Background: an optimization exercise with open tools, aiming at small area, a short achievable clock period and few clock cycles per item. Do not read the settings as production practice. RTL that was checked went through simulation tests only; none was proved equivalent to the original. Power and IR drop assume default switching activity.

== the reference run ==
==> flow/design.v (excerpt) <==
module tpe_fparse (
    input  wire         clk,
    input  wire         rst,
    input  wire         in_valid,
    input  wire [7:0]   in_data,
    input  wire         in_last,
    output reg          in_ready,
    output reg          out_valid,
    input  wire         out_ready,
    output reg          out_end,
    output wire [7:0]   out_kind,
    output reg          out_success,
    output reg  [31:0]  out_word,
    output wire [15:0]  out_period,
    output reg          out_flag,
    output reg  [103:0] out_temps,
    output reg  [15:0]  out_cursor
);
==> module tpe_fparse, before the edit <==
module tpe_fparse (
    input  wire         clk,
    input  wire         rst,
    input  wire         in_valid,
    input  wire [7:0]   in_data,
    input  wire         in_last,
    output reg          in_ready,
    output reg          out_valid,
    input  wire         out_ready,
    output reg          out_end,
    output wire [7:0]   out_kind,
    output reg          out_success,
    output reg  [31:0]  out_word,
    output wire [15:0]  out_period,
    output reg          out_flag,
    output reg  [103:0] out_temps,
    output reg  [15:0]  out_cursor
);
    localparam [7:0]  SYNC0       = 8'hCA;
    localparam [7:0]  SYNC1       = 8'hFE;
    localparam [15:0] CRC_POLY    = 16'h1021;
    localparam [15:0] CRC_INIT    = 16'hFFFF;
    function [15:0] crc_byte;
        input [15:0] c_in;
        input [7:0]  b;
        reg   [15:0] c;
        integer      i;
        begin
            c = c_in ^ {b, 8'h00};
            for (i = 0; i < 8; i = i + 1)
                c = c[15] ? ((c << 1) ^ CRC_POLY) : (c << 1);
            crc_byte = c;
        end
    endfunction
    reg  [8:0]  fidx;
    reg         rs;
    wire [8:0]  fe = rs ? 9'd0 : fidx;
    reg  [7:0]  rem;           
    reg         at_last;       
    reg         stopped;       
    reg  [15:0] crc_rx;
    reg  [15:0] crc;
    reg  [2:0]  kind;
    reg         chk;           
    reg  [3:0]  crcgood;       
    reg         lastp;         
    reg         fresh;         
    reg         end_pending;
    reg         end_zero;      
    reg         zq;            
    assign out_kind   = {5'd0, kind};
    assign out_period = out_temps[15:0];
    wire out_free = !out_valid || out_ready;
    wire take = in_valid && in_ready;
    wire wr = !out_valid;      
    wire type_ok = (in_data[7:3] == 5'd0) && (in_data[2:0] != 3'd0) && (in_data[2:0] != 3'd7);
    reg  hdr_bad;
    always @(*) begin
        case (fe)
            9'd0:    hdr_bad = (in_data != SYNC0);
            9'd1:    hdr_bad = (in_data != SYNC1);
            9'd4:    hdr_bad = !type_ok;
            default: hdr_bad = 1'b0;
        endcase
    end
    wire f6 = (fe == 9'd6);
    wire frame_done = f6 ? (in_data == 8'd0) : at_last;
    wire [15:0] crc_next = crc_byte(crc, in_data);
    reg  rec_len_ok;
    always @(*) begin
        case (kind)
            3'd4:    rec_len_ok = (fidx >= 9'd24);
            3'd3:    rec_len_ok = (fidx >= 9'd13);
            3'd6:    rec_len_ok = (fidx != 9'd7);
            default: rec_len_ok = 1'b1;
        endcase
    end
    wire        crc_ok   = chk && (&crcgood);
    wire        rec_b    = crc_ok && rec_len_ok;
    wire [9:0]  csum_lo  = {1'b0, out_cursor[8:0]} + {1'b0, fidx};
    wire [6:0]  cur_hi1  = out_cursor[15:9] + 7'd1;
    wire [15:0] csum     = {csum_lo[9] ? cur_hi1 : out_cursor[15:9], csum_lo[8:0]};
    integer k;
    always @(posedge clk) begin
        case (fe)
            9'd2: crc_rx[7:0]  <= in_data;
            9'd3: crc_rx[15:8] <= in_data;
            9'd4: if (wr) kind        <= in_data[2:0];
            9'd5: if (wr) out_success <= (in_data != 8'd0);
            9'd7: if (wr) out_flag    <= (in_data != 8'd0);
            default: ;
        endcase
        for (k = 0; k < 4; k = k + 1)
            if (wr && fe == 9'd7 + k) out_word[8*k +: 8] <= in_data;
        for (k = 0; k < 13; k = k + 1)
            if (wr && fe == 9'd11 + k) out_temps[8*k +: 8] <= in_data;
        if (f6)
            rem <= in_data;
        else if (take)
            rem <= rem - 8'd1;
        if (fe < 9'd4)
            crc <= CRC_INIT;
        else if (take)
            crc <= crc_next;
        for (k = 0; k < 4; k = k + 1)
            crcgood[k] <= (crc_next[4*k +: 4] == crc_rx[4*k +: 4]);
    end
    reg s0v, s0e, s1v, s1z, s2v;
    reg cur_zero;
    reg restart;
    always @(posedge clk) begin
        s0v = out_valid;   s0e = out_end;
        s1v = end_pending; s1z = end_zero;
        s2v = zq;
        cur_zero = 1'b0;
        restart = take && (in_last || frame_done);
        if (rst) begin
            fidx        <= 9'd0;
            rs          <= 1'b0;
            at_last     <= 1'b0;
            stopped     <= 1'b0;
            chk         <= 1'b0;
            lastp       <= 1'b0;
            fresh       <= 1'b1;
            end_pending <= 1'b0;
            end_zero    <= 1'b0;
            zq          <= 1'b0;
            out_valid   <= 1'b0;
            in_ready    <= 1'b1;
        end else begin
            chk   <= take && frame_done && !stopped;
            lastp <= take && in_last;
            rs   <= restart;
            fidx <= take ? fe + 9'd1 : fe;
            if (restart)
                at_last <= 1'b0;
            else if (take)
                at_last <= f6 ? (in_data == 8'd1) : (fe >= 9'd7 && rem == 8'd2);
            if (take && in_last)
                stopped <= 1'b0;
            else if ((take && !stopped && hdr_bad) || (chk && !(&crcgood) && !lastp))
                stopped <= 1'b1;
            if (crc_ok)
                fresh <= 1'b0;
            if (lastp)
                fresh <= 1'b1;
            if (fresh && !out_valid && !lastp)
                cur_zero = 1'b1;
            if (out_free) begin
                s0v = s1v;  s0e = 1'b1;
                if (s1v && s1z)
                    cur_zero = 1'b1;
                s1v = s2v;  s1z = 1'b1;
                s2v = 1'b0;
            end
            if (rec_b) begin
                s0v = 1'b1; s0e = 1'b0;
                if (lastp) begin
                    s1v = 1'b1; s1z = 1'b0;
                end
            end else if (lastp) begin
                if (!s0v) begin
                    s0v = 1'b1; s0e = 1'b1;
                    if (fresh) cur_zero = 1'b1;
                end else if (!s1v) begin
                    s1v = 1'b1; s1z = s0e;
                    if (fresh && !s0e) cur_zero = 1'b1;
                end else
                    s2v = 1'b1;
            end
            if (crc_ok)
                out_cursor <= csum;
            else if (cur_zero)
                out_cursor <= 16'd0;
            out_valid   <= s0v;
            out_end     <= s0e;
            end_pending <= s1v;
            end_zero    <= s1z;
            zq          <= s2v;
            in_ready    <= !(take && in_last) && !s2v &&
                           !(s0v && (take ? (!(in_last || (!f6 && at_last)) && fe >= 9'd3)
                                          : (fe >= 9'd4)));
        end
    end
endmodule
Settings: LEC_CHECK=0, ABC_CLOCK_PERIOD_IN_PS=2000, CAP_MARGIN=20, CORE_MARGIN=2, CORE_UTILIZATION=40, CTS_CLUSTER_DIAMETER=100, CTS_CLUSTER_SIZE=28, SETUP_SLACK_MARGIN=2.3, SLEW_MARGIN=20; clock period 4.5 ns.
standard.sh (not shown) runs the stock make flow with config.mk's settings and CLKGATE_MAP_FILE= SYNTH_SCRIPT=/design/flow/synth_recipe.tcl, a recipe that flattens the netlist after the stock synthesis.
==> flow/flow/run.sh <==
#!/bin/bash
# The standard layout, with plain buf_1 cells as the port buffers.
set -euo pipefail
export BUFFER_PORTS_ARGS="-buffer_cell sky130_fd_sc_hd__buf_1"
bash standard.sh > standard_flow.log 2>&1
The reference run: done, clean on timing, DRC and antenna
Relative to the reference run, the following input files were edited for the trial run:
diff --git a/flow/design.v b/flow/design.v
--- a/flow/design.v
+++ b/flow/design.v
@@ -30,14 +30,12 @@
             for (i = 0; i < 8; i = i + 1)
                 c = c[15] ? ((c << 1) ^ CRC_POLY) : (c << 1);
             crc_byte = c;
         end
     endfunction
-    reg  [8:0]  fidx;
-    reg         rs;
-    wire [8:0]  fe = rs ? 9'd0 : fidx;
-    reg  [7:0]  rem;           
+    reg  [8:0]  fidx;          
+    reg  [8:0]  flen;          
     reg         at_last;       
     reg         stopped;       
     reg  [15:0] crc_rx;
     reg  [15:0] crc;
     reg  [2:0]  kind;
@@ -54,53 +52,50 @@
     wire take = in_valid && in_ready;
     wire wr = !out_valid;      
     wire type_ok = (in_data[7:3] == 5'd0) && (in_data[2:0] != 3'd0) && (in_data[2:0] != 3'd7);
     reg  hdr_bad;
     always @(*) begin
-        case (fe)
+        case (fidx)
             9'd0:    hdr_bad = (in_data != SYNC0);
             9'd1:    hdr_bad = (in_data != SYNC1);
             9'd4:    hdr_bad = !type_ok;
             default: hdr_bad = 1'b0;
         endcase
     end
-    wire f6 = (fe == 9'd6);
+    wire f6 = (fidx == 9'd6);
     wire frame_done = f6 ? (in_data == 8'd0) : at_last;
     wire [15:0] crc_next = crc_byte(crc, in_data);
     reg  rec_len_ok;
     always @(*) begin
         case (kind)
-            3'd4:    rec_len_ok = (fidx >= 9'd24);
-            3'd3:    rec_len_ok = (fidx >= 9'd13);
-            3'd6:    rec_len_ok = (fidx != 9'd7);
+            3'd4:    rec_len_ok = (flen >= 9'd24);
+            3'd3:    rec_len_ok = (flen >= 9'd13);
+            3'd6:    rec_len_ok = (flen != 9'd7);
             default: rec_len_ok = 1'b1;
         endcase
     end
     wire        crc_ok   = chk && (&crcgood);
     wire        rec_b    = crc_ok && rec_len_ok;
-    wire [9:0]  csum_lo  = {1'b0, out_cursor[8:0]} + {1'b0, fidx};
+    wire [9:0]  csum_lo  = {1'b0, out_cursor[8:0]} + {1'b0, flen};
     wire [6:0]  cur_hi1  = out_cursor[15:9] + 7'd1;
     wire [15:0] csum     = {csum_lo[9] ? cur_hi1 : out_cursor[15:9], csum_lo[8:0]};
     integer k;
     always @(posedge clk) begin
-        case (fe)
+        case (fidx)
             9'd2: crc_rx[7:0]  <= in_data;
             9'd3: crc_rx[15:8] <= in_data;
             9'd4: if (wr) kind        <= in_data[2:0];
             9'd5: if (wr) out_success <= (in_data != 8'd0);
             9'd7: if (wr) out_flag    <= (in_data != 8'd0);
+            9'd6: flen <= {1'b0, in_data} + 9'd7;
             default: ;
         endcase
         for (k = 0; k < 4; k = k + 1)
-            if (wr && fe == 9'd7 + k) out_word[8*k +: 8] <= in_data;
+            if (wr && fidx == 9'd7 + k) out_word[8*k +: 8] <= in_data;
         for (k = 0; k < 13; k = k + 1)
-            if (wr && fe == 9'd11 + k) out_temps[8*k +: 8] <= in_data;
-        if (f6)
-            rem <= in_data;
-        else if (take)
-            rem <= rem - 8'd1;
-        if (fe < 9'd4)
+            if (wr && fidx == 9'd11 + k) out_temps[8*k +: 8] <= in_data;
+        if (fidx < 9'd4)
             crc <= CRC_INIT;
         else if (take)
             crc <= crc_next;
         for (k = 0; k < 4; k = k + 1)
             crcgood[k] <= (crc_next[4*k +: 4] == crc_rx[4*k +: 4]);
@@ -114,11 +109,10 @@
         s2v = zq;
         cur_zero = 1'b0;
         restart = take && (in_last || frame_done);
         if (rst) begin
             fidx        <= 9'd0;
-            rs          <= 1'b0;
             at_last     <= 1'b0;
             stopped     <= 1'b0;
             chk         <= 1'b0;
             lastp       <= 1'b0;
             fresh       <= 1'b1;
@@ -128,16 +122,17 @@
             out_valid   <= 1'b0;
             in_ready    <= 1'b1;
         end else begin
             chk   <= take && frame_done && !stopped;
             lastp <= take && in_last;
-            rs   <= restart;
-            fidx <= take ? fe + 9'd1 : fe;
-            if (restart)
+            if (restart) begin
+                fidx    <= 9'd0;
                 at_last <= 1'b0;
-            else if (take)
-                at_last <= f6 ? (in_data == 8'd1) : (fe >= 9'd7 && rem == 8'd2);
+            end else if (take) begin
+                fidx    <= fidx + 9'd1;
+                at_last <= f6 ? (in_data == 8'd1) : (fidx + 9'd2 == flen);
+            end
             if (take && in_last)
                 stopped <= 1'b0;
             else if ((take && !stopped && hdr_bad) || (chk && !(&crcgood) && !lastp))
                 stopped <= 1'b1;
             if (crc_ok)
@@ -176,10 +171,9 @@
             out_end     <= s0e;
             end_pending <= s1v;
             end_zero    <= s1z;
             zq          <= s2v;
             in_ready    <= !(take && in_last) && !s2v &&
-                           !(s0v && (take ? (!(in_last || (!f6 && at_last)) && fe >= 9'd3)
-                                          : (fe >= 9'd4)));
+                           !(s0v && (take ? (!restart && fidx >= 9'd3) : (fidx >= 9'd4)));
         end
     end
 endmodule
Notes after the runs:
Against the reference run, number of enable-type register cells in the synthesized netlist in the trial run rose slightly.
The trial run: final critical-path setup slack is 0.11 ns higher than what the reference run reported.
Via count of the first global-routing pass, the trial run vs the reference run: up by a few percent
The trial run vs the reference run — worst max-slew margin expressed relative to the limit rose 16 points.
[compare] base=the reference run new=the trial run: fraction of power consumed by combinational cells closely matched the old numbers, post-route clock period utilization decreased by 2.5 points relative to the old numbers, total met2 wirelength after detailed routing increased by about 10% relative to the old numbers.
For the slew at the pin closest to its max-slew limit, the trial run came in 0.25 ns lower than the reference run did.
Testbench counts of the trial run, summed over its fixed seeds: cycles 60,390, bytes 59,167.
No functional check of the RTL was part of the reference run.

-- port drivers added, routing unchanged --
Ports are ideal in the flow. The routed layouts listed here were re-timed in OpenROAD. Step 1 (the two cells are an assumption about what drives the block):
set clk [get_ports {clk}]
set_driving_cell -lib_cell sky130_fd_sc_hd__clkbuf_16 $clk
set_driving_cell -lib_cell sky130_fd_sc_hd__buf_2 [delete_from_list [all_inputs] $clk]
Step 2 moves the port delays by t, midway between the first and last clock arrival at a register: inputs arrive t later, outputs are due t later. That takes back most of the time a late clock gives input paths. a / b / c = ideal ports / drivers / drivers and shift; a / b = the first two.
run	t (ns)	setup WS [ns]	slew at the worst register clock pin (ns)	worst slew at a driven data input, ns	pins driven straight from the clock port
the reference run	0.514	2.287 / 2.287 / 1.835	0.11 / 0.11	0.05	1
the trial run	0.512	2.398 / 2.360 / 1.991	0.11 / 0.11	0.05	1
After both steps setup and hold are still met in every run listed. The setup slack of the reference run, which loses most, moves by 0.000 ns with the drivers and by -0.452 ns with both steps.
